Source: an optimization exercise on an open RTL-to-GDS flow (aim: small area, a short achievable clock period and few clock cycles). Production flows keep margins and buffers that such runs may drop.
No run shown here included a check of the RTL's function; only the layout flow was run.
Power is estimated from default activity; no workload was simulated.

==> flow/design.v <==
module wirecodec (
    input             clk,
    input             rst,
    input             cmd_valid,
    output            cmd_ready,
    input      [15:0] cmd_word,
    input      [31:0] cmd_arg,
    input      [15:0] cmd_len,
    input             din_valid,
    output            din_ready,
    input       [7:0] din_data,
    output            dout_valid,
    input             dout_ready,
    output      [7:0] dout_data,
    output            rsp_valid,
    input             rsp_ready,
    output      [3:0] rsp_status,
    output     [31:0] rsp_rval,
    output     [11:0] mem_raddr,
    input       [7:0] mem_rdata,
    output            mem_we,
    output     [11:0] mem_waddr,
    output      [7:0] mem_wdata
);
    localparam OP_NOP         = 6'h00;
    localparam OP_CFG_SET_ADDR= 6'h01;
    localparam OP_CFG_SET_PORT= 6'h02;
    localparam OP_CFG_SET_FMT = 6'h03;
    localparam OP_CFG_GET_ADDR= 6'h04;
    localparam OP_CFG_GET_PORT= 6'h05;
    localparam OP_CFG_GET_FMT = 6'h06;
    localparam OP_NEW         = 6'h08;
    localparam OP_MAKE        = 6'h09;
    localparam OP_SET_SRC     = 6'h0A;
    localparam OP_SET_DST     = 6'h0B;
    localparam OP_SET_PORT    = 6'h0C;
    localparam OP_SET_FLAGS   = 6'h0D;
    localparam OP_SET_PAYLOAD = 6'h0E;
    localparam OP_SET_FLAG    = 6'h0F;
    localparam OP_GET_SRC     = 6'h10;
    localparam OP_GET_DST     = 6'h11;
    localparam OP_GET_PORT    = 6'h12;
    localparam OP_GET_FLAGS   = 6'h13;
    localparam OP_GET_LEN     = 6'h14;
    localparam OP_GET_PAYLOAD = 6'h15;
    localparam OP_GET_FLAG    = 6'h16;
    localparam OP_GET_VALID   = 6'h17;
    localparam OP_ENCODE      = 6'h18;
    localparam OP_DECODE      = 6'h19;
    localparam OP_RX          = 6'h1A;
    localparam OP_MATCH       = 6'h1B;
    localparam OP_XBEGIN      = 6'h1C;
    localparam OP_XNEXT       = 6'h1D;
    localparam OP_XSTAT       = 6'h1E;
    localparam ST_OK      = 4'd0;
    localparam ST_EMPTY   = 4'd1;
    localparam ST_DISCARD = 4'd2;
    localparam ST_NOTHING = 4'd3;
    localparam ST_END     = 4'd4;
    localparam ST_ILLEGAL = 4'd15;
    localparam S_INIT = 4'd0;     
    localparam S_IDLE = 4'd1;
    localparam S_DIN  = 4'd2;     
    localparam S_PAD  = 4'd3;     
    localparam S_HDR  = 4'd4;     
    localparam S_COPY = 4'd5;     
    localparam S_FILL = 4'd6;     
    localparam S_CMP  = 4'd7;     
    localparam S_RD1  = 4'd8;     
    localparam S_RD2  = 4'd9;
    localparam S_RDS  = 4'd10;    
    localparam S_DOUT = 4'd11;    
    localparam S_POST = 4'd12;    
    localparam S_RSP  = 4'd13;
    localparam S_POST1= 4'd14;    
    localparam S_DEC  = 4'd15;    
    reg [15:0] st;         
    reg  [5:0] op;
    reg        rr, vv;
    reg  [2:0] ix;
    reg [15:0] rem;        
    reg [10:0] dp;         
    reg [10:0] rp;         
    reg [11:0] tmp;        
    reg  [1:0] rs;         
    reg        infl;       
    reg        ph;         
    reg        fa_q, ft_q;   
    reg        we_r;
    reg [11:0] wa_r;
    reg  [7:0] wd_r;
    reg  [7:0] dreg;
    reg        dv;
    reg  [1:0] fs0, fs1;
    reg        v0, v1;
    reg        fmt, sact;
    reg [10:0] soff;
    reg  [3:0] stat;
    wire [1:0] scr = fs0 ^ fs1 ^ 2'b11;
    wire [1:0] fsr = rr ? fs1 : fs0;
    function [15:0] oh;
        input [3:0] i;
        begin
            oh = 16'd1 << i;
        end
    endfunction
    function [11:0] fa;
        input [1:0]  s;
        input [10:0] p;
        begin
            fa = p[10] ? {5'b11111, s, p[4:0]} : {s, p[9:0]};
        end
    endfunction
    function [7:0] clamp8;
        input [31:0] x;
        begin
            if (x[31])             clamp8 = 8'd0;
            else if (|x[30:8])     clamp8 = 8'hFF;
            else                   clamp8 = x[7:0];
        end
    endfunction
    wire [5:0] in_op = cmd_word[15:10];
    wire in_uses_r   = (in_op >= OP_NEW) && (in_op <= OP_MATCH);
    wire in_uses_v   = (in_op == OP_SET_FLAG) || (in_op == OP_CFG_SET_FMT) ||
                       (in_op == OP_RX);
    wire in_uses_idx = (in_op == OP_SET_FLAG) || (in_op == OP_GET_FLAG);
    wire in_reserved = (in_op == 6'h07) || (in_op >= 6'h1F);
    wire in_illegal  = in_reserved || (cmd_word[7:3] != 5'd0) ||
                       (cmd_word[9] && !in_uses_r) ||
                       (cmd_word[8] && !in_uses_v) ||
                       ((cmd_word[2:0] != 3'd0) && !in_uses_idx);
    wire in_r = cmd_word[9];
    wire [1:0] in_fsr = in_r ? fs1 : fs0;
    wire idle = st[S_IDLE];
    wire [5:0] in_opx = in_illegal ? 6'h07 : in_op;
    function [10:0] din_start;
        input [5:0] o;
        begin
            case (o)
                OP_MAKE, OP_CFG_SET_ADDR, OP_SET_DST: din_start = 11'd8;
                OP_SET_PAYLOAD:                       din_start = 11'd20;
                default:                              din_start = 11'd0;
            endcase
        end
    endfunction
    wire d_writer = (op == OP_CFG_SET_ADDR) || (op == OP_NEW) || (op == OP_MAKE) ||
                    (op == OP_SET_SRC) || (op == OP_SET_DST) ||
                    (op == OP_SET_PAYLOAD) || (op == OP_DECODE) || (op == OP_RX);
    wire d_lim8  = (op == OP_SET_SRC);
    wire d_lim16 = (op == OP_SET_DST) || (op == OP_CFG_SET_ADDR);
    wire d_below = d_lim8  ? (dp < 11'd8) :
                   d_lim16 ? (dp < 11'd16) : (dp < 11'd1044);
    wire d_wen   = d_writer && d_below;
    wire [1:0] wslot = (op == OP_CFG_SET_ADDR) ? 2'd3 :
                       ((op == OP_SET_SRC) || (op == OP_SET_DST) ||
                        (op == OP_SET_PAYLOAD)) ? fsr : scr;
    wire d_jump  = (op == OP_NEW) || (op == OP_MAKE);
    wire [10:0] dp_inc = dp + 11'd1;
    wire [10:0] dp_adv = (d_jump && dp == 11'd15) ? 11'd20 : dp_inc;
    wire din_fire = st[S_DIN] && din_valid;
    wire [10:0] dp_after = d_wen ? dp_adv : dp;
    wire [10:0] lenv     = dp - 11'd20;       
    assign mem_raddr = fa(rs, rp);
    reg [7:0] wd_n;
    always @(*) begin
        case (1'b1)
            st[S_IDLE]: wd_n = (in_op == OP_MAKE) ? 8'd0 : clamp8(cmd_arg);
            st[S_DIN]:  wd_n = din_data;
            st[S_HDR]:  wd_n = (rp[1:0] == 2'd1) ? 8'd0 :
                           (rp[1:0] == 2'd2) ? {5'd0, lenv[10:8]} : lenv[7:0];
            st[S_COPY], st[S_CMP]: wd_n = mem_rdata;
            st[S_RD2]: begin
                wd_n = mem_rdata;
                wd_n[3'd7 - ix] = vv;
            end
            st[S_DOUT]: wd_n = dreg;
            default: wd_n = (st[S_PAD] || dp < 11'd16) ? 8'h20 : 8'h00;
        endcase
    end
    reg  [1:0] wa_s;
    reg [10:0] wa_p;
    always @(*) begin
        wa_s = scr;
        wa_p = dp;
        case (1'b1)
            st[S_INIT]: wa_s = tmp[1:0];
            st[S_IDLE]: begin
                wa_s = (in_op == OP_CFG_SET_PORT) ? 2'd3 :
                       (in_op == OP_NEW || in_op == OP_MAKE) ? scr : in_fsr;
                wa_p = (in_op == OP_MAKE || in_op == OP_SET_FLAGS) ? 11'd17 : 11'd16;
            end
            st[S_DIN], st[S_PAD]: wa_s = wslot;
            st[S_HDR]:  begin wa_s = wslot; wa_p = rp; end
            st[S_COPY]: wa_p[3] = 1'b0;
            st[S_RD2]:  begin wa_s = rs; wa_p = 11'd17; end
            default: ;
        endcase
    end
    wire o_fire  = dv && dout_ready;
    wire o_stall = dv && !dout_ready;
    wire o_lenop = (op == OP_ENCODE) || (op == OP_XNEXT);
    reg [15:0] rem_o;
    always @(*) begin
        rem_o = rem - 16'd1;
        if (o_lenop && dp == 11'd18) rem_o = {5'd0, dreg[2:0], 8'd1};
        if (o_lenop && dp == 11'd19) rem_o = {5'd0, rem[10:8], dreg};
    end
    wire o_last = (o_lenop && dp == 11'd19) ? ({rem[10:8], dreg} == 11'd0) :
                  (!(o_lenop && dp == 11'd18) && rem == 16'd1);
    wire o_done = o_fire && o_last;
    wire [10:0] pl      = tmp[10:0];
    wire        p_cmp   = ({5'd0, pl} <= rem);
    wire        p_ok    = !tmp[11] && !(pl[10] && |pl[9:0]) &&
                          (dp > 11'd20 ? ph : (dp == 11'd20 && p_cmp));
    wire        c_eq    = (wd_r == mem_rdata);
    wire        x_ok  = !ft_q && !rem[11] && (rem[10:0] <= tmp[10:0]);
    assign cmd_ready  = idle;
    assign din_ready  = st[S_DIN];
    assign dout_valid = dv;
    assign dout_data  = dreg;
    assign rsp_valid  = st[S_RSP];
    assign rsp_status = stat;
    assign rsp_rval   = {20'd0, tmp};
    assign mem_we     = we_r;
    assign mem_waddr  = wa_r;
    assign mem_wdata  = wd_r;
    task setup;
        input [10:0] dpa;
        input        n0;
        begin
            if (op == 6'h07)
                stat <= ST_ILLEGAL;
            else if (op == OP_RX && n0)
                stat <= ST_NOTHING;
            else if (op == OP_XNEXT && !sact)
                stat <= ST_END;
            else
                stat <= ST_OK;
            case (op)
                OP_CFG_GET_FMT: tmp <= {11'd0, fmt};
                OP_GET_VALID:   tmp <= {11'd0, rr ? v1 : v0};
                OP_XSTAT:       tmp <= {soff, sact};
                OP_CFG_SET_FMT: begin fmt <= vv; sact <= 1'b0; end
                default: ;
            endcase
            if (op >= OP_NEW && op <= OP_SET_FLAG && !rr)
                sact <= 1'b0;
            if (op == OP_NEW || op == OP_MAKE) begin
                if (rr) v1 <= 1'b1; else v0 <= 1'b1;
            end
            begin
                case (op)
                OP_CFG_SET_ADDR, OP_SET_DST:
                    st <= oh((dpa < 11'd16) ? S_PAD : S_RSP);
                OP_SET_SRC:
                    st <= oh((dpa < 11'd8) ? S_PAD : S_RSP);
                OP_NEW, OP_MAKE, OP_SET_PAYLOAD: begin
                    if (dpa < 11'd16) begin
                        st <= oh(S_PAD);
                    end else begin
                        st  <= oh(S_HDR);
                        rp  <= (op == OP_NEW) ? 11'd17 : 11'd18;
                    end
                end
                OP_DECODE: st <= oh(S_POST);
                OP_RX:     st <= oh(n0 ? S_RSP : S_POST);
                OP_MATCH: begin
                    st <= oh(S_CMP); rs <= fsr; rp <= 11'd8; ph <= 1'b0;
                    infl <= 1'b0; fa_q <= 1'b1;
                end
                OP_CFG_GET_ADDR, OP_GET_SRC, OP_GET_DST, OP_ENCODE: begin
                    st <= oh(S_DOUT); dp <= 11'd0; infl <= 1'b0; dv <= 1'b0;
                    rs  <= (op == OP_CFG_GET_ADDR) ? 2'd3 : fsr;
                    rp  <= (op == OP_GET_DST || op == OP_CFG_GET_ADDR) ? 11'd8 : 11'd0;
                    rem <= (op == OP_ENCODE) ? 16'd20 : 16'd8;
                end
                OP_GET_PORT, OP_GET_FLAGS, OP_GET_FLAG, OP_SET_FLAG,
                OP_CFG_GET_PORT, OP_XBEGIN: begin
                    st <= oh(S_RD1);
                    rs <= (op == OP_CFG_GET_PORT) ? 2'd3 :
                          (op == OP_XBEGIN) ? fs0 : fsr;
                    rp <= (op == OP_GET_PORT || op == OP_CFG_GET_PORT) ? 11'd16 : 11'd17;
                end
                OP_GET_LEN, OP_GET_PAYLOAD: begin
                    st <= oh(S_RDS); rs <= fsr; dp <= 11'd0; rp <= 11'd18;
                end
                OP_XNEXT: begin
                    if (sact) begin
                        st <= oh(S_RDS); rs <= fs0; dp <= 11'd0; rp <= soff + 11'd38;
                    end else begin
                        st <= oh(S_RSP);
                    end
                end
                default: st <= oh(S_RSP);
                endcase
            end
        end
    endtask
    always @(posedge clk) begin
        we_r <= 1'b0;
        wa_r <= fa(wa_s, wa_p);
        if (!st[S_CMP] || ph) wd_r <= wd_n;
        if (st[S_DIN] || st[S_POST]) begin
            if (we_r && wa_r[9:3] == 7'd1)  fa_q <= fa_q & c_eq;
            if (we_r && wa_r[9:0] == 10'd16) ft_q <= c_eq;
        end
        if (rst) begin
            st   <= oh(S_INIT);
            dp   <= 11'd0;
            tmp  <= 12'd0;
            fs0  <= 2'd0;
            fs1  <= 2'd1;
            v0   <= 1'b0;
            v1   <= 1'b0;
            fmt  <= 1'b0;
            sact <= 1'b0;
            soff <= 11'd0;
            dv   <= 1'b0;
            stat <= ST_OK;
        end else begin
            unique case (1'b1)
            st[S_INIT]: begin
                we_r <= 1'b1;
                dp   <= dp_inc;
                if (dp == 11'd19) begin
                    dp <= 11'd0;
                    if (tmp[1:0] == 2'd3) st <= oh(S_IDLE);
                    tmp[1:0] <= tmp[0] ? 2'd3 : 2'd1;
                end
            end
            st[S_IDLE]: begin
                if (cmd_valid) begin
                    op   <= in_opx;
                    rr   <= in_r;
                    vv   <= cmd_word[8];
                    ix   <= cmd_word[2:0];
                    rem  <= cmd_len;
                    dp   <= din_start(in_op);
                    rp   <= din_start(in_op);
                    rs   <= 2'd3;
                    fa_q <= 1'b1;
                    ft_q <= 1'b0;
                    tmp  <= 12'd0;
                    if (!in_illegal &&
                        (in_op == OP_CFG_SET_PORT || in_op == OP_NEW ||
                         in_op == OP_MAKE || in_op == OP_SET_PORT ||
                         in_op == OP_SET_FLAGS))
                        we_r <= 1'b1;
                    st <= oh((cmd_len != 16'd0) ? S_DIN : S_DEC);
                    if (in_op == OP_XNEXT && cmd_word[9:0] == 10'd0 &&
                        cmd_len == 16'd0 && sact) begin
                        st <= oh(S_RDS);
                        stat <= ST_OK;
                        dp <= 11'd1;
                        rs <= fs0;
                        rp <= rp + 11'd1;
                    end
                end
            end
            st[S_DEC]: setup(dp, rem == 16'd0);
            st[S_DIN]: begin
                if (dp == 11'd20) ph <= p_cmp;
                if (din_valid) begin
                    rem <= rem - 16'd1;
                    if (d_wen) begin
                        we_r <= 1'b1;
                        dp   <= dp_adv;
                        rp   <= dp_adv;
                        if (dp == 11'd18) tmp[11:8] <= {|din_data[7:3], din_data[2:0]};
                        if (dp == 11'd19) tmp[7:0]  <= din_data;
                    end
                    if (rem == 16'd1)
                        setup(dp_after, 1'b0);
                end
            end
            st[S_PAD]: begin
                we_r <= 1'b1;
                dp   <= dp_inc;
                if (dp_inc == (d_lim8 ? 11'd8 : 11'd16)) begin
                    if (op == OP_NEW || op == OP_MAKE) begin
                        st  <= oh(S_HDR);
                        rp  <= (op == OP_NEW) ? 11'd17 : 11'd18;
                        dp  <= 11'd20;
                    end else begin
                        st <= oh(S_RSP);
                    end
                end
            end
            st[S_HDR]: begin
                we_r <= 1'b1;
                rp   <= rp + 11'd1;
                if (rp[1:0] == 2'd3) begin
                    if (op == OP_MAKE) begin
                        st   <= oh(S_COPY);
                        infl <= 1'b0;
                        rs   <= 2'd3;
                        rp   <= 11'd8;
                    end else begin
                        if (op == OP_NEW) begin
                            if (rr) fs1 <= scr; else fs0 <= scr;
                        end
                        st <= oh(S_RSP);
                    end
                end
            end
            st[S_COPY]: begin
                rp   <= rp + 11'd1;
                dp   <= rp;
                infl <= 1'b1;
                if (infl) begin
                    we_r <= 1'b1;
                    if (dp == 11'd16) begin
                        if (rr) fs1 <= scr; else fs0 <= scr;
                        st <= oh(S_RSP);
                    end
                end
            end
            st[S_POST]: begin
                if (p_ok) begin
                    if (op == OP_RX && vv && !(fa_q && ft_q)) begin
                        stat <= ST_DISCARD;
                        tmp  <= {8'd0, 1'b1, fa_q & ft_q, ft_q, fa_q};
                    end else begin
                        if (rr) begin fs1 <= scr; v1 <= 1'b1; end
                        else    begin fs0 <= scr; v0 <= 1'b1; sact <= 1'b0; end
                        tmp <= (op == OP_RX) ? {8'd0, 1'b1, fa_q & ft_q, ft_q, fa_q}
                                             : {1'b0, pl};
                    end
                    st <= oh(S_RSP);
                end else begin
                    stat <= ST_EMPTY;
                    tmp  <= 12'd0;
                    dp   <= 11'd0;
                    st   <= oh(S_FILL);
                end
            end
            st[S_FILL]: begin
                we_r <= 1'b1;
                dp   <= dp_inc;
                if (dp == 11'd19) begin
                    if (op == OP_DECODE) begin
                        if (rr) begin fs1 <= scr; v1 <= 1'b0; end
                        else    begin fs0 <= scr; v0 <= 1'b0; sact <= 1'b0; end
                        st <= oh(S_RSP);
                    end else begin
                        st <= oh(S_CMP); rs <= scr; rp <= 11'd8; ph <= 1'b0;
                        infl <= 1'b0; fa_q <= 1'b1;
                    end
                end
            end
            st[S_CMP]: begin
                if (!ph) begin
                    if (infl) begin
                        if (dp == 11'd16) begin
                            tmp <= {8'd0, (op == OP_MATCH) && (rr ? v1 : v0),
                                    fa_q & c_eq, c_eq, fa_q};
                            if (op == OP_RX) begin
                                if (vv && !(fa_q && c_eq)) begin
                                    stat <= ST_DISCARD;
                                end else begin
                                    if (rr) begin fs1 <= scr; v1 <= 1'b0; end
                                    else    begin fs0 <= scr; v0 <= 1'b0; sact <= 1'b0; end
                                end
                            end
                            st <= oh(S_RSP);
                        end else begin
                            fa_q <= fa_q & c_eq;
                        end
                    end
                    ph <= 1'b1;
                    rs <= 2'd3;
                end else begin
                    rs   <= (op == OP_MATCH) ? fsr : scr;
                    dp   <= rp;
                    rp   <= rp + 11'd1;
                    infl <= 1'b1;
                    ph   <= 1'b0;
                end
            end
            st[S_RD1]: st <= oh(S_RD2);
            st[S_RD2]: begin
                case (op)
                    OP_GET_FLAG: tmp <= {11'd0, mem_rdata[3'd7 - ix]};
                    OP_XBEGIN: begin
                        tmp  <= {11'd0, !fmt && mem_rdata[7]};
                        sact <= !fmt && mem_rdata[7];
                        soff <= 11'd0;
                    end
                    OP_SET_FLAG: begin
                        we_r <= 1'b1;
                    end
                    default: tmp <= {4'd0, mem_rdata};
                endcase
                st <= oh(S_RSP);
            end
            st[S_RDS]: begin
                dp <= dp_inc;
                rp <= rp + 11'd1;
                if (op != OP_XNEXT) begin
                    if (dp[1:0] == 2'd1) tmp[11:8] <= {1'b0, mem_rdata[2:0]};
                    if (dp[1:0] == 2'd2) begin
                        tmp[7:0] <= mem_rdata;
                        if (op == OP_GET_LEN || {tmp[10:8], mem_rdata} == 11'd0) begin
                            st <= oh(S_RSP);
                        end else begin
                            st   <= oh(S_DOUT);
                            rem  <= {5'd0, tmp[10:8], mem_rdata};
                            dp   <= 11'd0;
                            infl <= 1'b1;
                            dv   <= 1'b0;
                        end
                    end
                end else begin
                    case (dp[2:0])
                        3'd0: ;
                        3'd1: begin
                            rem[15:8] <= {5'd0, mem_rdata[2:0]};
                            ft_q <= |mem_rdata[7:3];
                            rp <= 11'd18;
                        end
                        3'd2: rem[7:0] <= mem_rdata;
                        3'd3: begin
                            tmp[11:8] <= {1'b0, mem_rdata[2:0]};
                            rp <= soff + 11'd20;
                        end
                        3'd4: begin
                            tmp[7:0] <= mem_rdata;
                            rem <= {4'd0, rem[11:0] + {1'b0, rp}};
                        end
                        default: begin
                            if (x_ok) begin
                                st   <= oh(S_DOUT);
                                dreg <= mem_rdata;
                                dv   <= 1'b1;
                                infl <= 1'b1;
                                rem  <= 16'd20;
                                dp   <= 11'd0;
                                tmp  <= {1'b0, soff};
                                soff <= rem[10:0];
                            end else begin
                                stat <= ST_END;
                                sact <= 1'b0;
                                tmp  <= 12'd0;
                                st   <= oh(S_RSP);
                            end
                        end
                    endcase
                end
            end
            st[S_DOUT]: begin
                if (o_stall) begin
                    if (infl) rp <= rp - 11'd1;
                    infl <= 1'b0;
                end else begin
                    rp   <= rp + 11'd1;
                    infl <= 1'b1;
                    if (infl && !o_done) begin
                        dreg <= mem_rdata;
                        dv   <= 1'b1;
                    end else begin
                        dv   <= 1'b0;
                    end
                end
                if (o_fire) begin
                    dp  <= dp_inc;
                    rem <= rem_o;
                    if ((op == OP_GET_SRC || op == OP_GET_DST || op == OP_CFG_GET_ADDR) &&
                        dreg != 8'h20)
                        tmp <= {1'b0, dp_inc};
                    if (op == OP_XNEXT) begin
                        we_r <= 1'b1;
                    end
                    if (o_last) begin
                        st <= oh(S_RSP);
                        if (op == OP_ENCODE) tmp <= {1'b0, dp_inc};
                        if (op == OP_XNEXT) begin fs1 <= scr; v1 <= 1'b1; end
                    end
                end
            end
            st[S_RSP]: begin
                rs <= fs0;
                rp <= soff + 11'd38;
                if (rsp_ready) st <= oh(S_IDLE);
            end
            endcase
        end
    end
endmodule
==> flow/flow/run.sh <==
#!/bin/bash
# Standard ORFS layout (standard.sh), with the port buffers made from
# sky130_fd_sc_hd__buf_2 instead of the resizer's default choice.
set -euo pipefail
export BUFFER_PORTS_ARGS="-buffer_cell sky130_fd_sc_hd__buf_2"
bash standard.sh > standard_flow.log 2>&1
==> flow/standard.sh <==
#!/bin/bash
# synth_recipe.tcl (not shown) runs the flow's synth.tcl, then flattens the netlist and writes it again
# the make line also repeats each setting of config.mk as NAME=value (left out here)
make -C /OpenROAD-flow-scripts/flow DESIGN_CONFIG=/design/flow/config.mk WORK_HOME=/design/flow/orfs CLKGATE_MAP_FILE= SYNTH_SCRIPT=/design/flow/synth_recipe.tcl "${@:-finish}"
==> flow/config.mk <==
export PLATFORM = sky130hd
export DESIGN_NAME = wirecodec
export DESIGN_NICKNAME = wirecodec
export VERILOG_FILES = /design/flow/design.v
export SDC_FILE = /design/flow/constraint.sdc
export NUM_CORES = 4
export LEC_CHECK = 0
export ABC_AREA = 1
export CAP_MARGIN = 20
export CORE_MARGIN = 2
export CORE_UTILIZATION = 40
export SETUP_SLACK_MARGIN = 4.6
export SLEW_MARGIN = 20
==> flow/constraint.sdc <==
create_clock -name core_clock -period 8.0 [get_ports {clk}]
set_input_delay 1.6000 -clock core_clock [delete_from_list [all_inputs] [get_ports {clk}]]
set_output_delay 1.6000 -clock core_clock [all_outputs]
set_load 0.01 [all_outputs]
==> results of run 1 <==
## per-stage QoR
step	hold WS, ps	instance area [um^2]	utilization [%]	std cells	power, mW
2_1_floorplan	403	14700	-	2389	0.815
3_3_place_gp	448	15600	43.5	2913	0.879
3_5_place_dp	446	15600	43.5	2913	0.879
4_1_cts	454	16300	45.5	2953	1.68
5_1_grt	495	16500	46.3	2975	1.72
6_report	452	16500	46.3	2977	1.69
## worst register-to-register path: stages (launching register included)
cell        delay [ps]
edfxtp_1           490
inv_1              210
ha_1               220
nand3_1             80
nor2_1              70
nand2_2            290
clkinvlp_4         310
nand2_1            230
inv_1              170
o21ai_0            240
nand2_1            120
a311oi_1           330
o211ai_1           180
o21ai_0            110
inv_1               70
## sequential cells by signal, indices dropped and copies added (netlist names), 2 cells and up
name / count
rem: 16
st: 15
tmp: 12
wa_r: 12
dp: 11
rp: 11
soff: 11
dreg: 8
wd_r: 8
op: 6
stat: 4
ix: 3
fs0: 2
fs1: 2
rs: 2
## metal layers
metal  part of all wire, %  track usage [%]  vias to the layer above
met3                    12             10.4                      268
li1                      -                -                     8304
met5                 0.016                0                        -
met1                    40             56.7                     8912
met4                   6.3             24.6                        2
met2                    42             63.7                     1331
## worst min-delay path by stage
stage,end,slack [ps],depth (start not counted)
6_report,v0,450,2
5_1_grt,v1,490,2
4_1_cts,v0,450,2
3_5_place_dp,v0,450,2
3_3_place_gp,v0,450,2
2_1_floorplan,st[9],400,2
## cell usage after synthesis (all sizes together) (17+ instances only)
cell type,instances,area (um^2)
a21oi,128,656
a31oi,17,106
buf,47,352
clkbuf,56,211
dfxtp,77,1540
edfxtp,58,1740
ha,52,651
inv,311,1170
nand2,543,2150
nand3,195,993
nand4,45,288
nor2,267,1100
nor3,76,400
nor4,27,181
o211ai,31,253
o21ai,224,1120
o22ai,30,188
xor2,33,289
## power groups by stage
| stage | registers [mW] | clock network (mW) | logic [mW] |
|---|---|---|---|
| after global placement | 0.742 | 0 | 0.137 |
| after detailed placement | 0.742 | 0 | 0.137 |
| after floorplan | 0.740 | 0 | 0.0751 |
| after CTS | 0.727 | 0.812 | 0.139 |
| after global routing | 0.728 | 0.834 | 0.159 |
| final | 0.728 | 0.810 | 0.151 |
## final cells by class
class	instances	area, um^2
inverter	317	1230
clock inverter	11	85.1
tap	461	577
clock buffer	21	483
antenna	2	5.00
multi-input combinational	1834	9770
fill	3934	19200
sequential	135	3290
timing repair buffer	194	1090
timing repair inverter	2	15.0
## repair_timing
action / in CTS / in global routing
buffers inserted: 8 / 20
resized for setup: 17 / 32
endpoints found under the hold margin: 0 / 0
endpoints found under the setup margin: 71 / 95
gates cloned: 0 / 2
pin swaps: 1 / 2
## cell families after synthesis
| kind of cell | count (synthesis) | synth area share, % |
|---|---|---|
| compound gates | 529 | 21.6 |
| other cells | 1 | 0.0257 |
| buf+inv | 420 | 12.0 |
| fa+ha+maj | 53 | 4.60 |
| simple gates | 1186 | 36.6 |
| xor+xnor | 45 | 2.70 |
| flops | 135 | 22.5 |
==> summary.txt, run 1 <==
STA
  • Unrepaired setup endpoints after global routing: yes
  • Fin. max-slew vios: 0
  • Slew margin rel.: between 10% and 20%
  • Min Tclk post-route: around 3500 ps
  • Least-Margin Pin Slew: 1270 ps
  • Setup_tns: 0 ps
  • Max Clk Rate: between 200 and 300 MHz
  • Final setup violation count: 0
  • Final hold viol count: 0
  • Clock Skew: about 16 ps
  • Slack of the critical path: between 4000 and 5000 ps
  • Fin crit share: a little over two fifths

Route
  • Via count: approximately 19000
  • 1st-iter DRT viols: ~2600
  • DR pass1 iterations: 6
  • Avg Vias per Cell: between 6 and 7
  • WL final: about 84 mm
  • Antenna viol nets, final: 0
  • Remaining DRCs: 0
  • Wire per inst: around 28 um

Yosys
  • Synth unique cells: 71
  • Synth warn: 1
  • Synth Flop Type: dfxtp_1
  • Async SR Flop Fraction: 0%
  • Post-Syn Instances: roughly 2400
  • #FFs+latches synth: 135
  • Syn Area/Cell: around 6 um^2
  • Sequential area share after synthesis: roughly 22%
  • Syn Std Cell Area: roughly 15000 um^2
  • Post-synth EDFFs: 58

Global route
  • Remaining Overflow, GRT: 0
  • First-pass GRT wire length: ~120 mm
  • Largest net degree at the start of global routing: 44
  • GRT Total Usage: a little over two fifths
  • Vias in the first global route: 17400
  • Initial antenna violation count: 1

Critical path
  • Worst setup SP type: input port
  • Cell depth of the worst flop-to-flop path: 14
  • Critical path, cell by cell: buf_2 -> nor2_1 -> nand2_1 -> o21ai_0 -> nor2_1 -> o21ai_0 -> o21ai_0
  • CP required: around 8200 ps
  • Capture point of the worst reg-to-reg path: rem[4]
  • Worst Setup SP: cmd_word[15]
  • Delay-heaviest family, CP: compound AO/OA/AOI/OAI gates
  • Critical Path Stages: 7
  • Crit path DAT: 3660 ps
  • Reg-to-Reg Start: rem[1]
  • Crit-path most repeated cell: o21ai_0
  • Crit-path slowest cell: o21ai_0
  • CP max stage delay: 910 ps
  • Setup crit end: wd_r[5]
  • Critical path endpoint category: flop
  • Crit Path Max Fanout: 8
  • Worst setup path class: input port to flop
  • Flop2flop setup slack: 4630 ps
  • CP Buf/Inv Count: 1

Place
  • GPL Wtd Cong: between 1 and 1.5
  • Port bufs: roughly 150
  • Dpl hpwl: 67.1 mm
  • Pre-CTS setup slack: 3450 ps

Finish
  • Commonest non-fill, non-tap cell in the layout: nand2_1
  • Commonest non-fill, non-tap cells in the layout: nand2_1, inv_1, nor2_1, o21ai_0, nand3_1
  • Layout cells sized above 1: between 10% and 20%
  • Nets@finish: about 2600
  • Area growth from synthesis to layout: 13.4%

Clock network
  • CTS tree: built
  • Reg clk slew, reported paths: approximately 60 ps
  • Root buffer cell: clkbuf_16
  • CTS Sinks: 135
  • Total CTS buffers: 17
  • H-tree Lvls: 4
  • Hold Buf Count CTS: 0
  • Worst skew pair latency: 470 ps
  • CTS Buffer Depth: 2

Job
  • Max_cap viols: 0

Power
  • Max VDD drop: between 0.0001 and 0.00015 V
  • Sequential power share: between 40% and 50%
  • Internal power: between 1 and 1.5 mW
  • Clk pwr share: between 40% and 50%
  • Logic pwr share: between 8 and 9%
  • Net load switching power: 0.484 mW
  • Switching Share: 28.7%
  • LEAKAGE: 7.54 nW
  • PwrDens: roughly 100 nW/um^2

Floorplanning
  • # IOs: ~170
  • Core box area: 35700 um^2
  • Chip width: just under 200 um
  • Cell Rows: just under 70
  • Die height: 195 um
  • Initial Util: about two fifths
  • Die area: ~38000 um^2

Outcome
  • Outcome: complete, no violations

Worst hold path
  • Hold path startpoint: v0
  • Hold Path Class: flop to flop
==> inputs of run 2 (changes only) <==
--- a/flow/design.v
+++ b/flow/design.v
@@ -152,8 +152,7 @@
                    d_lim16 ? (dp < 11'd16) : (dp < 11'd1044);
     wire d_wen   = d_writer && d_below;
     wire [1:0] wslot = (op == OP_CFG_SET_ADDR) ? 2'd3 :
-                       ((op == OP_SET_SRC) || (op == OP_SET_DST) ||
-                        (op == OP_SET_PAYLOAD)) ? fsr : scr;
+                       ((op == OP_SET_SRC) || (op == OP_SET_DST)) ? fsr : scr;
     wire d_jump  = (op == OP_NEW) || (op == OP_MAKE);
     wire [10:0] dp_inc = dp + 11'd1;
     wire [10:0] dp_adv = (d_jump && dp == 11'd15) ? 11'd20 : dp_inc;
@@ -190,8 +189,8 @@
                 wa_p = (in_op == OP_MAKE || in_op == OP_SET_FLAGS) ? 11'd17 : 11'd16;
             end
             st[S_DIN], st[S_PAD]: wa_s = wslot;
-            st[S_HDR]:  begin wa_s = wslot; wa_p = rp; end
-            st[S_COPY]: wa_p[3] = 1'b0;
+            st[S_HDR]:  wa_p = rp;
+            st[S_COPY]: if (op == OP_MAKE) wa_p[3] = 1'b0;
             st[S_RD2]:  begin wa_s = rs; wa_p = 11'd17; end
             default: ;
         endcase
@@ -209,11 +208,11 @@
                   (!(o_lenop && dp == 11'd18) && rem == 16'd1);
     wire o_done = o_fire && o_last;
     wire [10:0] pl      = tmp[10:0];
-    wire        p_cmp   = ({5'd0, pl} <= rem);
-    wire        p_ok    = !tmp[11] && !(pl[10] && |pl[9:0]) &&
-                          (dp > 11'd20 ? ph : (dp == 11'd20 && p_cmp));
+    wire [11:0] p_diff  = {1'b0, dp} - {1'b0, pl};
+    wire        p_ok    = !tmp[11] && !(pl[10] && |pl[9:0]) && !ph &&
+                          (rp >= 11'd20);
     wire        c_eq    = (wd_r == mem_rdata);
-    wire        x_ok  = !ft_q && !rem[11] && (rem[10:0] <= tmp[10:0]);
+    wire        x_ok  = !ft_q && (rem[15:11] == 5'd0) && (rem[10:0] <= tmp[10:0]);
     assign cmd_ready  = idle;
     assign din_ready  = st[S_DIN];
     assign dout_valid = dv;
@@ -318,7 +317,7 @@
             dv   <= 1'b0;
             stat <= ST_OK;
         end else begin
-            unique case (1'b1)
+            case (1'b1)
             st[S_INIT]: begin
                 we_r <= 1'b1;
                 dp   <= dp_inc;
@@ -359,7 +358,6 @@
             end
             st[S_DEC]: setup(dp, rem == 16'd0);
             st[S_DIN]: begin
-                if (dp == 11'd20) ph <= p_cmp;
                 if (din_valid) begin
                     rem <= rem - 16'd1;
                     if (d_wen) begin
@@ -390,16 +388,14 @@
                 we_r <= 1'b1;
                 rp   <= rp + 11'd1;
                 if (rp[1:0] == 2'd3) begin
-                    if (op == OP_MAKE) begin
+                    if (op == OP_NEW) begin
+                        if (rr) fs1 <= scr; else fs0 <= scr;
+                        st <= oh(S_RSP);
+                    end else begin
                         st   <= oh(S_COPY);
                         infl <= 1'b0;
-                        rs   <= 2'd3;
-                        rp   <= 11'd8;
-                    end else begin
-                        if (op == OP_NEW) begin
-                            if (rr) fs1 <= scr; else fs0 <= scr;
-                        end
-                        st <= oh(S_RSP);
+                        rs   <= (op == OP_MAKE) ? 2'd3 : fsr;
+                        rp   <= (op == OP_MAKE) ? 11'd8 : 11'd0;
                     end
                 end
             end
@@ -409,13 +405,18 @@
                 infl <= 1'b1;
                 if (infl) begin
                     we_r <= 1'b1;
-                    if (dp == 11'd16) begin
+                    if (dp == ((op == OP_MAKE) ? 11'd16 : 11'd17)) begin
                         if (rr) fs1 <= scr; else fs0 <= scr;
                         st <= oh(S_RSP);
                     end
                 end
             end
             st[S_POST]: begin
+                rp <= p_diff[10:0];
+                ph <= p_diff[11];
+                st <= oh(S_POST1);
+            end
+            st[S_POST1]: begin
                 if (p_ok) begin
                     if (op == OP_RX && vv && !(fa_q && ft_q)) begin
                         stat <= ST_DISCARD;
@@ -514,7 +515,7 @@
                     case (dp[2:0])
                         3'd0: ;
                         3'd1: begin
-                            rem[15:8] <= {5'd0, mem_rdata[2:0]};
+                            rem[15:8] <= mem_rdata;
                             ft_q <= |mem_rdata[7:3];
                             rp <= 11'd18;
                         end
@@ -525,7 +526,7 @@
                         end
                         3'd4: begin
                             tmp[7:0] <= mem_rdata;
-                            rem <= {4'd0, rem[11:0] + {1'b0, rp}};
+                            rem <= rem + {5'd0, rp};
                         end
                         default: begin
                             if (x_ok) begin
==> flow/run.sh (new file) <==
#!/bin/bash
# synth_recipe.tcl (not shown) runs the flow's synth.tcl, then flattens the netlist and writes it again
# the make line also repeats each setting of config.mk as NAME=value (left out here)
make -C /OpenROAD-flow-scripts/flow DESIGN_CONFIG=/design/flow/config.mk WORK_HOME=/design/flow/orfs CLKGATE_MAP_FILE= SYNTH_SCRIPT=/design/flow/synth_recipe.tcl finish
removed: flow/flow/run.sh
removed: flow/standard.sh
==> summary.txt, run 2 <==
STA
  • Least-Margin Pin Slew: 1100 ps (-169 ps)
  • Unrepaired setup endpoints after global routing: yes
  • Final setup violation count: 0 (unchanged)
  • Fin crit share: 43.1% (-0.59 points)
  • Fin. max-slew vios: 0 (unchanged)
  • Min Tclk post-route: 3440 ps (-47.3 ps)
  • Slew margin rel.: 26.5% (+12 points)
  • Max Clk Rate: 290 MHz (+1.4%)
  • Clock Skew: 11.5 ps (-4.35 ps)
  • Final hold viol count: 0 (unchanged)
  • Setup_tns: 0 ps (unchanged)

Finish
  • Commonest non-fill, non-tap cells in the layout: nand2_1, nor2_1, inv_1, o21ai_0, a21oi_1
  • Finished Layout Cells: 3610 (+21%)
  • Commonest non-fill, non-tap cell in the layout: nand2_1
  • Area growth from synthesis to layout: 23.3%
  • FF+latch area: 3320 um^2 (+1.1%)
  • Multi-input logic area: 12000 um^2 (+23%)
  • Biggest regs: rem: 16 flops, st: 16 flops
  • Fillers: 4360 (+11%)
  • Layout cells sized above 1: 12.2% (-2.3 points)
  • Nets@finish: 3202 (+21%)

Critical path
  • Reg-to-Reg Start: st[6]
  • Flop2flop setup slack: 4560 ps (-70 ps)
  • Critical path endpoint category: flop
  • Crit Path Max Fanout: 12 (+4)
  • Worst setup path class: flop to flop
  • CP required: 8440 ps (+280 ps)
  • Capture point of the worst reg-to-reg path: fs0[1]
  • Crit path DAT: 3890 ps (+230 ps)
  • Setup crit end: fs0[1]
  • Worst Setup SP: st[6]
  • Cell depth of the worst flop-to-flop path: 8 (-6)
  • Worst setup SP type: flop

Power
  • PwrDens: 84.6 nW/um^2 (-17%)
  • Max VDD drop: 0.000178 V (+19%)
  • Tot Pwr: 1.74 mW (+3.3%)
  • LEAKAGE: 8.98 nW (+19%)

Clock network
  • H-tree Lvls: 4 (unchanged)
  • Worst skew pair latency: 520 ps (+50 ps)
  • Root buffer cell: clkbuf_16
  • CTS tree: built
  • Total CTS buffers: 17 (unchanged)
  • CTS Sinks: 136 (+0.74%)
  • CTS Buffer Depth: 2 (unchanged)
  • Reg clk slew, reported paths: 70 ps (about the same)

Yosys
  • Syn Std Cell Area: 16700 um^2 (+15%)
  • Syn Area/Cell: 5.83 um^2 (-5.3%)
  • Post-synth top area share: 14.5% (+1.2 points)
  • Post-synth EDFFs: 58 (unchanged)
  • Sequential area share after synthesis: 19.7% (-2.8 points)
  • Synth unique cells: 65 (-8.5%)
  • Top-count cell post-synth: nand2_1
  • Top cells by area, synth: nand2_1, edfxtp_1, dfxtp_1
  • Async SR Flop Fraction: 0% (unchanged)
  • Post-synth top area cell: nand2_1
  • #FFs+latches synth: 136 (+0.74%)
  • Post-Syn Instances: 2868 (+21%)
  • Synth Flop Type: dfxtp_1
  • Synth warn: 1 (unchanged)
  • Top post-synthesis cells by count: nand2_1, nor2_1, inv_1, o21ai_0, a21oi_1

Global route
  • First-pass GRT wire length: 161 mm (+35%)
  • Remaining Overflow, GRT: 0 (unchanged)
  • Vias in the first global route: 22800 (+31%)
  • Initial antenna violation count: 4 (+3)
  • GRT Total Usage: 51.8% (+9.0 points)
  • Largest net degree at the start of global routing: 42 (-4.5%)

Route
  • WL final: 116 mm (+38%)
  • DR pass1 iterations: 9 (+3)
  • Remaining DRCs: 0 (unchanged)
  • Via count: 24300 (+29%)
  • Avg Vias per Cell: 6.74 (+6.7%)
  • 1st-iter DRT viols: 3922 (+52%)
  • Antenna viol nets, final: 0 (unchanged)
  • Wire per inst: 32.0 um (+14%)

Floorplanning
  • Initial Util: 40.8% (about the same)
  • # IOs: 167 (unchanged)
  • Cell Rows: 74 (+7.2%)
  • Die area: 43500 um^2 (+14%)
  • Chip width: 209 um (+6.9%)
  • Core box area: 41000 um^2 (+15%)
  • Die height: 209 um (+6.9%)

Place
  • Dpl hpwl: 87.3 mm (+30%)
  • Port bufs: 146 (unchanged)
  • GPL Wtd Cong: 1.15 (+6.1%)
  • Cell Count Post-Placement: 3487 (+20%)

Worst hold path
  • Hold Path Class: flop to flop

Job
  • Max_cap viols: 0 (unchanged)

Outcome
  • Outcome: complete, no violations
## run 2: cell families (layout without fill, tap and decap cells)
group                    Yosys count  in the layout  share of synthesized area (%)
other                              1             24                         0.0224
buffers and inverters            501            688                           11.9
XOR/XNOR                          38             38                           1.99
AO/OA/AOI/OAI                    759            759                           26.9
flip-flops                       136            136                           19.7
adder cells (fa/ha/maj)           54             54                           4.13
AND/OR/NAND/NOR                 1379           1379                           35.3
## run 2: worst min-delay path by stage
stage,from,endpoint,depth (start not counted)
floorplan,v1,v1,2
detailed placement,stat[2],stat[2],2
global placement,stat[2],stat[2],2
global route,stat[2],stat[2],2
CTS,stat[2],stat[2],2
finish,stat[2],stat[2],2
## run 2: routing by layer
layer  GRT usage, %  vias up  routed length, um
li1               -    10200                  -
met1           61.0    11200              40200
met2           74.8     2296              45800
met3           20.8      683              17800
met4           40.8        0              11800
met5              0        -                  0
## run 2: final cells by class
cell class / count / share of cell area (%)
Sequential cell: 136 / 16.1
Tap cell: 532 / 3.23
Clock buffer: 18 / 2.08
Multi-Input combinational cell: 2251 / 58.4
Clock inverter: 14 / 0.649
Timing Repair inverter: 1 / 0.0243
Antenna cell: 3 / 0.0364
Timing Repair Buffer: 277 / 12.1
Inverter: 378 / 7.38
## run 2: critical path, cell delays in order, from the launching register on
cell      delay (ps)
dfxtp_1          850
clkinv_2         520
nor2_2           470
inv_1            210
o31ai_1          710
nor3_1            90
nand4_1          230
nor2_1           100
a211oi_2         170
## run 2: power breakdown
group	internal, mW	switching [mW]
sequential	0.721	0.00493
combinational	0.0705	0.117
clock	0.433	0.398
## run 2: through the flow
| stage | utilization, % | instance area (um^2) | hold slack [ps] | setup WS, ps |
|---|---|---|---|---|
| after global placement | 45.6 | 18700 | 458 | 3360 |
| after floorplan | - | 16800 | 445 | 4610 |
| after detailed placement | 45.6 | 18700 | 480 | 3250 |
| after CTS | 49.1 | 20100 | 490 | 4590 |
| final | 50.3 | 20600 | 488 | 4560 |
| after global routing | 50.3 | 20600 | 512 | 4550 |
## run 2: repair_timing
item                                   4_1_cts  5_1_grt
pin swaps                                   18       19
cloned                                       1        1
hold buffers                                 0        0
endpoints found under the hold margin        0        0
gates resized for setup                    121      110
setup endpoints to repair                  149      116
buffers inserted                            61       24

separate check: timing with driven ports:
Ports are ideal in the flow. The routed layouts listed here were re-timed in OpenROAD. Step 1 sets driving cells, clkbuf_16 on the clock port and buf_2 on the other inputs (assumed; they add their load-dependent delay and slew). Step 2 times the ports against the registers' clock, not the clock port: input delays grow and output delays shrink by t, the midpoint of the rising clock arrivals with the driver on. Slacks: ideal ports / drivers / drivers and shift; pairs: ideal ports / drivers.
run | t, ns | setup slack, ns | worst setup path after step 2 | latest minus earliest clock arrival (ns) | cell pins on the clock port's net
run 1 | 0.515 | 4.508 / 4.546 / 4.031 | input to register | 0.016 / 0.016 | 1
run 2 | 0.579 | 4.556 / 4.510 / 4.032 | input to register | 0.011 / 0.011 | 1
After both steps every run listed still meets setup and hold. For run 2, which loses most, drivers alone change the setup slack by -0.046 ns; drivers and shift together by -0.524 ns.
